From an optimization exercise on the open Yosys and OpenROAD flow, aimed at small area, a short achievable clock period and few clock cycles; shortcuts taken in it are not production practice.
In this exercise RTL edits were held to simulation tests only and were not proved equivalent to the original.
Power is estimated from default activity; no workload was simulated.

==> v18: inputs <==
Design ssev_engine, start of the top module:
module ssev_engine (
    input  wire         clk,
    input  wire         rst,
    input  wire         cmd_valid,
    output wire         cmd_ready,
    input  wire [31:0]  cmd_word,
    input  wire [15:0]  cmd_width,
    input  wire [15:0]  cmd_height,
    input  wire         px_valid,
    output wire         px_ready,
    input  wire [127:0] px_src,
    input  wire [127:0] px_ref,
    output wire         res_valid,
    input  wire         res_ready,
    output wire [63:0]  res_sse,
    output wire [31:0]  res_sum,
    output wire [31:0]  res_var,
    output wire         res_err,
    output wire [2:0]   res_code
);
Settings: LEC_CHECK=0, CAP_MARGIN=20, CORE_MARGIN=2, CORE_UTILIZATION=40, SLEW_MARGIN=20, SYNTH_HIERARCHICAL=1, SYNTH_MINIMUM_KEEP_SIZE=0; clock period 28.0 ns.
standard.sh (not shown) runs the stock make flow with config.mk's settings and CLKGATE_MAP_FILE= SYNTH_SCRIPT=/design/flow/synth_recipe.tcl, a recipe that flattens the netlist after the stock synthesis.
==> flow/flow/run.sh <==
#!/bin/bash
set -e
export BUFFER_PORTS_ARGS="-buffer_cell sky130_fd_sc_hd__buf_1"
bash standard.sh > standard.log 2>&1
==> inputs of v35, as changes to v18 <==
--- a/flow/design.v
+++ b/flow/design.v
@@ -110,60 +110,92 @@
     generate
         for (g = 0; g < 16; g = g + 1) begin : lanes
             assign lane_ok[g] = ~c_last | (c_lo == 4'd0) | (c_lo > g);
         end
     endgenerate
     wire [8:0] a_d0_n;
     reg  [8:0] a_d0;
-    ssev_sub u_sub0 (.s(px_src[7:0]), .r(px_ref[7:0]), .en(px_fire & lane_ok[0]), .d(a_d0_n));
+    wire [8:0] a_d0_s;
+    ssev_sub u_sub0 (.s(px_src[7:0]), .r(px_ref[7:0]), .d(a_d0_s));
+    assign a_d0_n = a_d0_s & {9{px_fire & lane_ok[0]}};
     wire [8:0] a_d1_n;
     reg  [8:0] a_d1;
-    ssev_sub u_sub1 (.s(px_src[15:8]), .r(px_ref[15:8]), .en(px_fire & lane_ok[1]), .d(a_d1_n));
+    wire [8:0] a_d1_s;
+    ssev_sub u_sub1 (.s(px_src[15:8]), .r(px_ref[15:8]), .d(a_d1_s));
+    assign a_d1_n = a_d1_s & {9{px_fire & lane_ok[1]}};
     wire [8:0] a_d2_n;
     reg  [8:0] a_d2;
-    ssev_sub u_sub2 (.s(px_src[23:16]), .r(px_ref[23:16]), .en(px_fire & lane_ok[2]), .d(a_d2_n));
+    wire [8:0] a_d2_s;
+    ssev_sub u_sub2 (.s(px_src[23:16]), .r(px_ref[23:16]), .d(a_d2_s));
+    assign a_d2_n = a_d2_s & {9{px_fire & lane_ok[2]}};
     wire [8:0] a_d3_n;
     reg  [8:0] a_d3;
-    ssev_sub u_sub3 (.s(px_src[31:24]), .r(px_ref[31:24]), .en(px_fire & lane_ok[3]), .d(a_d3_n));
+    wire [8:0] a_d3_s;
+    ssev_sub u_sub3 (.s(px_src[31:24]), .r(px_ref[31:24]), .d(a_d3_s));
+    assign a_d3_n = a_d3_s & {9{px_fire & lane_ok[3]}};
     wire [8:0] a_d4_n;
     reg  [8:0] a_d4;
-    ssev_sub u_sub4 (.s(px_src[39:32]), .r(px_ref[39:32]), .en(px_fire & lane_ok[4]), .d(a_d4_n));
+    wire [8:0] a_d4_s;
+    ssev_sub u_sub4 (.s(px_src[39:32]), .r(px_ref[39:32]), .d(a_d4_s));
+    assign a_d4_n = a_d4_s & {9{px_fire & lane_ok[4]}};
     wire [8:0] a_d5_n;
     reg  [8:0] a_d5;
-    ssev_sub u_sub5 (.s(px_src[47:40]), .r(px_ref[47:40]), .en(px_fire & lane_ok[5]), .d(a_d5_n));
+    wire [8:0] a_d5_s;
+    ssev_sub u_sub5 (.s(px_src[47:40]), .r(px_ref[47:40]), .d(a_d5_s));
+    assign a_d5_n = a_d5_s & {9{px_fire & lane_ok[5]}};
     wire [8:0] a_d6_n;
     reg  [8:0] a_d6;
-    ssev_sub u_sub6 (.s(px_src[55:48]), .r(px_ref[55:48]), .en(px_fire & lane_ok[6]), .d(a_d6_n));
+    wire [8:0] a_d6_s;
+    ssev_sub u_sub6 (.s(px_src[55:48]), .r(px_ref[55:48]), .d(a_d6_s));
+    assign a_d6_n = a_d6_s & {9{px_fire & lane_ok[6]}};
     wire [8:0] a_d7_n;
     reg  [8:0] a_d7;
-    ssev_sub u_sub7 (.s(px_src[63:56]), .r(px_ref[63:56]), .en(px_fire & lane_ok[7]), .d(a_d7_n));
+    wire [8:0] a_d7_s;
+    ssev_sub u_sub7 (.s(px_src[63:56]), .r(px_ref[63:56]), .d(a_d7_s));
+    assign a_d7_n = a_d7_s & {9{px_fire & lane_ok[7]}};
     wire [8:0] a_d8_n;
     reg  [8:0] a_d8;
-    ssev_sub u_sub8 (.s(px_src[71:64]), .r(px_ref[71:64]), .en(px_fire & lane_ok[8]), .d(a_d8_n));
+    wire [8:0] a_d8_s;
+    ssev_sub u_sub8 (.s(px_src[71:64]), .r(px_ref[71:64]), .d(a_d8_s));
+    assign a_d8_n = a_d8_s & {9{px_fire & lane_ok[8]}};
     wire [8:0] a_d9_n;
     reg  [8:0] a_d9;
-    ssev_sub u_sub9 (.s(px_src[79:72]), .r(px_ref[79:72]), .en(px_fire & lane_ok[9]), .d(a_d9_n));
+    wire [8:0] a_d9_s;
+    ssev_sub u_sub9 (.s(px_src[79:72]), .r(px_ref[79:72]), .d(a_d9_s));
+    assign a_d9_n = a_d9_s & {9{px_fire & lane_ok[9]}};
     wire [8:0] a_d10_n;
     reg  [8:0] a_d10;
-    ssev_sub u_sub10 (.s(px_src[87:80]), .r(px_ref[87:80]), .en(px_fire & lane_ok[10]), .d(a_d10_n));
+    wire [8:0] a_d10_s;
+    ssev_sub u_sub10 (.s(px_src[87:80]), .r(px_ref[87:80]), .d(a_d10_s));
+    assign a_d10_n = a_d10_s & {9{px_fire & lane_ok[10]}};
     wire [8:0] a_d11_n;
     reg  [8:0] a_d11;
-    ssev_sub u_sub11 (.s(px_src[95:88]), .r(px_ref[95:88]), .en(px_fire & lane_ok[11]), .d(a_d11_n));
+    wire [8:0] a_d11_s;
+    ssev_sub u_sub11 (.s(px_src[95:88]), .r(px_ref[95:88]), .d(a_d11_s));
+    assign a_d11_n = a_d11_s & {9{px_fire & lane_ok[11]}};
     wire [8:0] a_d12_n;
     reg  [8:0] a_d12;
-    ssev_sub u_sub12 (.s(px_src[103:96]), .r(px_ref[103:96]), .en(px_fire & lane_ok[12]), .d(a_d12_n));
+    wire [8:0] a_d12_s;
+    ssev_sub u_sub12 (.s(px_src[103:96]), .r(px_ref[103:96]), .d(a_d12_s));
+    assign a_d12_n = a_d12_s & {9{px_fire & lane_ok[12]}};
     wire [8:0] a_d13_n;
     reg  [8:0] a_d13;
-    ssev_sub u_sub13 (.s(px_src[111:104]), .r(px_ref[111:104]), .en(px_fire & lane_ok[13]), .d(a_d13_n));
+    wire [8:0] a_d13_s;
+    ssev_sub u_sub13 (.s(px_src[111:104]), .r(px_ref[111:104]), .d(a_d13_s));
+    assign a_d13_n = a_d13_s & {9{px_fire & lane_ok[13]}};
     wire [8:0] a_d14_n;
     reg  [8:0] a_d14;
-    ssev_sub u_sub14 (.s(px_src[119:112]), .r(px_ref[119:112]), .en(px_fire & lane_ok[14]), .d(a_d14_n));
+    wire [8:0] a_d14_s;
+    ssev_sub u_sub14 (.s(px_src[119:112]), .r(px_ref[119:112]), .d(a_d14_s));
+    assign a_d14_n = a_d14_s & {9{px_fire & lane_ok[14]}};
     wire [8:0] a_d15_n;
     reg  [8:0] a_d15;
-    ssev_sub u_sub15 (.s(px_src[127:120]), .r(px_ref[127:120]), .en(px_fire & lane_ok[15]), .d(a_d15_n));
+    wire [8:0] a_d15_s;
+    ssev_sub u_sub15 (.s(px_src[127:120]), .r(px_ref[127:120]), .d(a_d15_s));
+    assign a_d15_n = a_d15_s & {9{px_fire & lane_ok[15]}};
     always @(posedge clk) begin
         a_d0 <= a_d0_n;
         a_d1 <= a_d1_n;
         a_d2 <= a_d2_n;
         a_d3 <= a_d3_n;
         a_d4 <= a_d4_n;
         a_d5 <= a_d5_n;
@@ -2204,18 +2236,17 @@
     output wire [22:0] y
 );
     assign y = a + b;
 endmodule
 module ssev_sub (
     input  wire [7:0] s,
     input  wire [7:0] r,
-    input  wire       en,
     output wire [8:0] d
 );
-    assign d = ({1'b0, s} - {1'b0, r}) & {9{en}};
+    assign d = {1'b0, s} - {1'b0, r};
 endmodule
 module ssev_fa (
     input  wire a,
     input  wire b,
     input  wire c,
     output wire s,
     output wire co
==> flow/flow/run.sh (replaced) <==
#!/bin/bash
set -e
export BUFFER_PORTS_ARGS="-buffer_cell sky130_fd_sc_hd__buf_1"
export SETUP_SLACK_MARGIN=21
bash standard.sh > standard.log 2>&1
==> inputs of v3, as changes to v18 <==
--- a/flow/design.v
+++ b/flow/design.v
@@ -110,60 +110,92 @@
     generate
         for (g = 0; g < 16; g = g + 1) begin : lanes
             assign lane_ok[g] = ~c_last | (c_lo == 4'd0) | (c_lo > g);
         end
     endgenerate
     wire [8:0] a_d0_n;
     reg  [8:0] a_d0;
-    ssev_sub u_sub0 (.s(px_src[7:0]), .r(px_ref[7:0]), .en(px_fire & lane_ok[0]), .d(a_d0_n));
+    wire [8:0] a_d0_s;
+    ssev_sub u_sub0 (.s(px_src[7:0]), .r(px_ref[7:0]), .d(a_d0_s));
+    assign a_d0_n = a_d0_s & {9{px_fire & lane_ok[0]}};
     wire [8:0] a_d1_n;
     reg  [8:0] a_d1;
-    ssev_sub u_sub1 (.s(px_src[15:8]), .r(px_ref[15:8]), .en(px_fire & lane_ok[1]), .d(a_d1_n));
+    wire [8:0] a_d1_s;
+    ssev_sub u_sub1 (.s(px_src[15:8]), .r(px_ref[15:8]), .d(a_d1_s));
+    assign a_d1_n = a_d1_s & {9{px_fire & lane_ok[1]}};
     wire [8:0] a_d2_n;
     reg  [8:0] a_d2;
-    ssev_sub u_sub2 (.s(px_src[23:16]), .r(px_ref[23:16]), .en(px_fire & lane_ok[2]), .d(a_d2_n));
+    wire [8:0] a_d2_s;
+    ssev_sub u_sub2 (.s(px_src[23:16]), .r(px_ref[23:16]), .d(a_d2_s));
+    assign a_d2_n = a_d2_s & {9{px_fire & lane_ok[2]}};
     wire [8:0] a_d3_n;
     reg  [8:0] a_d3;
-    ssev_sub u_sub3 (.s(px_src[31:24]), .r(px_ref[31:24]), .en(px_fire & lane_ok[3]), .d(a_d3_n));
+    wire [8:0] a_d3_s;
+    ssev_sub u_sub3 (.s(px_src[31:24]), .r(px_ref[31:24]), .d(a_d3_s));
+    assign a_d3_n = a_d3_s & {9{px_fire & lane_ok[3]}};
     wire [8:0] a_d4_n;
     reg  [8:0] a_d4;
-    ssev_sub u_sub4 (.s(px_src[39:32]), .r(px_ref[39:32]), .en(px_fire & lane_ok[4]), .d(a_d4_n));
+    wire [8:0] a_d4_s;
+    ssev_sub u_sub4 (.s(px_src[39:32]), .r(px_ref[39:32]), .d(a_d4_s));
+    assign a_d4_n = a_d4_s & {9{px_fire & lane_ok[4]}};
     wire [8:0] a_d5_n;
     reg  [8:0] a_d5;
-    ssev_sub u_sub5 (.s(px_src[47:40]), .r(px_ref[47:40]), .en(px_fire & lane_ok[5]), .d(a_d5_n));
+    wire [8:0] a_d5_s;
+    ssev_sub u_sub5 (.s(px_src[47:40]), .r(px_ref[47:40]), .d(a_d5_s));
+    assign a_d5_n = a_d5_s & {9{px_fire & lane_ok[5]}};
     wire [8:0] a_d6_n;
     reg  [8:0] a_d6;
-    ssev_sub u_sub6 (.s(px_src[55:48]), .r(px_ref[55:48]), .en(px_fire & lane_ok[6]), .d(a_d6_n));
+    wire [8:0] a_d6_s;
+    ssev_sub u_sub6 (.s(px_src[55:48]), .r(px_ref[55:48]), .d(a_d6_s));
+    assign a_d6_n = a_d6_s & {9{px_fire & lane_ok[6]}};
     wire [8:0] a_d7_n;
     reg  [8:0] a_d7;
-    ssev_sub u_sub7 (.s(px_src[63:56]), .r(px_ref[63:56]), .en(px_fire & lane_ok[7]), .d(a_d7_n));
+    wire [8:0] a_d7_s;
+    ssev_sub u_sub7 (.s(px_src[63:56]), .r(px_ref[63:56]), .d(a_d7_s));
+    assign a_d7_n = a_d7_s & {9{px_fire & lane_ok[7]}};
     wire [8:0] a_d8_n;
     reg  [8:0] a_d8;
-    ssev_sub u_sub8 (.s(px_src[71:64]), .r(px_ref[71:64]), .en(px_fire & lane_ok[8]), .d(a_d8_n));
+    wire [8:0] a_d8_s;
+    ssev_sub u_sub8 (.s(px_src[71:64]), .r(px_ref[71:64]), .d(a_d8_s));
+    assign a_d8_n = a_d8_s & {9{px_fire & lane_ok[8]}};
     wire [8:0] a_d9_n;
     reg  [8:0] a_d9;
-    ssev_sub u_sub9 (.s(px_src[79:72]), .r(px_ref[79:72]), .en(px_fire & lane_ok[9]), .d(a_d9_n));
+    wire [8:0] a_d9_s;
+    ssev_sub u_sub9 (.s(px_src[79:72]), .r(px_ref[79:72]), .d(a_d9_s));
+    assign a_d9_n = a_d9_s & {9{px_fire & lane_ok[9]}};
     wire [8:0] a_d10_n;
     reg  [8:0] a_d10;
-    ssev_sub u_sub10 (.s(px_src[87:80]), .r(px_ref[87:80]), .en(px_fire & lane_ok[10]), .d(a_d10_n));
+    wire [8:0] a_d10_s;
+    ssev_sub u_sub10 (.s(px_src[87:80]), .r(px_ref[87:80]), .d(a_d10_s));
+    assign a_d10_n = a_d10_s & {9{px_fire & lane_ok[10]}};
     wire [8:0] a_d11_n;
     reg  [8:0] a_d11;
-    ssev_sub u_sub11 (.s(px_src[95:88]), .r(px_ref[95:88]), .en(px_fire & lane_ok[11]), .d(a_d11_n));
+    wire [8:0] a_d11_s;
+    ssev_sub u_sub11 (.s(px_src[95:88]), .r(px_ref[95:88]), .d(a_d11_s));
+    assign a_d11_n = a_d11_s & {9{px_fire & lane_ok[11]}};
     wire [8:0] a_d12_n;
     reg  [8:0] a_d12;
-    ssev_sub u_sub12 (.s(px_src[103:96]), .r(px_ref[103:96]), .en(px_fire & lane_ok[12]), .d(a_d12_n));
+    wire [8:0] a_d12_s;
+    ssev_sub u_sub12 (.s(px_src[103:96]), .r(px_ref[103:96]), .d(a_d12_s));
+    assign a_d12_n = a_d12_s & {9{px_fire & lane_ok[12]}};
     wire [8:0] a_d13_n;
     reg  [8:0] a_d13;
-    ssev_sub u_sub13 (.s(px_src[111:104]), .r(px_ref[111:104]), .en(px_fire & lane_ok[13]), .d(a_d13_n));
+    wire [8:0] a_d13_s;
+    ssev_sub u_sub13 (.s(px_src[111:104]), .r(px_ref[111:104]), .d(a_d13_s));
+    assign a_d13_n = a_d13_s & {9{px_fire & lane_ok[13]}};
     wire [8:0] a_d14_n;
     reg  [8:0] a_d14;
-    ssev_sub u_sub14 (.s(px_src[119:112]), .r(px_ref[119:112]), .en(px_fire & lane_ok[14]), .d(a_d14_n));
+    wire [8:0] a_d14_s;
+    ssev_sub u_sub14 (.s(px_src[119:112]), .r(px_ref[119:112]), .d(a_d14_s));
+    assign a_d14_n = a_d14_s & {9{px_fire & lane_ok[14]}};
     wire [8:0] a_d15_n;
     reg  [8:0] a_d15;
-    ssev_sub u_sub15 (.s(px_src[127:120]), .r(px_ref[127:120]), .en(px_fire & lane_ok[15]), .d(a_d15_n));
+    wire [8:0] a_d15_s;
+    ssev_sub u_sub15 (.s(px_src[127:120]), .r(px_ref[127:120]), .d(a_d15_s));
+    assign a_d15_n = a_d15_s & {9{px_fire & lane_ok[15]}};
     always @(posedge clk) begin
         a_d0 <= a_d0_n;
         a_d1 <= a_d1_n;
         a_d2 <= a_d2_n;
         a_d3 <= a_d3_n;
         a_d4 <= a_d4_n;
         a_d5 <= a_d5_n;
@@ -2204,18 +2236,17 @@
     output wire [22:0] y
 );
     assign y = a + b;
 endmodule
 module ssev_sub (
     input  wire [7:0] s,
     input  wire [7:0] r,
-    input  wire       en,
     output wire [8:0] d
 );
-    assign d = ({1'b0, s} - {1'b0, r}) & {9{en}};
+    assign d = {1'b0, s} - {1'b0, r};
 endmodule
 module ssev_fa (
     input  wire a,
     input  wire b,
     input  wire c,
     output wire s,
     output wire co
==> comparison <==
- Via count, lowest first: v18, v3, v35.
- Non-clock buffer count: v18 is lower than v3 (4).
- In v3 the die area is larger than in v18, by about 0.26%.
- Against v35, the wire length of v3 is lower by 0.62%.
==> figures <==
quantity	v35	v3	v18
Status	complete, no violations	complete, no violations	complete, no violations
HPWL reported at the end of detailed placement	132000 µm	132000 µm	133000 µm
Slew margin rel.	25.6%	28.8%	24.6%
Power share of the clock group	20.8%	20.5%	21.8%
Core footprint	132000 µm²	132000 µm²	131000 µm²
Endpoint of the most critical setup path	res_sum[0]	c_hi[19]	a_d12[6]
Hold slack	0.341 ns	0.339 ns	0.340 ns
Clock Latency Late Sink	0.66 ns	0.67 ns	0.70 ns
Crit path capture type	output pin	flip-flop	flip-flop
Max FO, Critical Path	5	33	19
Testbench counts of v18, summed over its fixed seeds: cycles 46,537.
Testbench counts of v35, summed over its fixed seeds: cycles 46,537.
Testbench counts of v3, summed over its fixed seeds: cycles 46,537.

==> what the ideal ports hide <==
How much do the figures lean on ideal ports? The routed layouts below were timed once more, with nothing changed but the port constraints.
Step 1 sets driving cells, clkbuf_16 on the clock port and buf_2 on the other inputs (assumed; they add their load-dependent delay and slew).
Step 2 moves the port delays by t, midway between the first and last clock arrival at a register: inputs arrive t later, outputs are due t later. That takes back most of the time a late clock gives input paths.
a / b / c = ideal ports / drivers / drivers and shift; a / b = the first two.
run	shift t [ns]	slack for setup (ns)	clock arrival spread, ns
v18	0.750	20.235 / 20.180 / 19.430	0.033 / 0.034
v35	0.712	21.041 / 20.976 / 20.348	0.037 / 0.037
v3	0.722	20.406 / 20.351 / 19.629	0.042 / 0.043
After both steps setup and hold are still met in every run listed. The setup slack of v18, which loses most, moves by -0.055 ns with the drivers and by -0.805 ns with both steps.
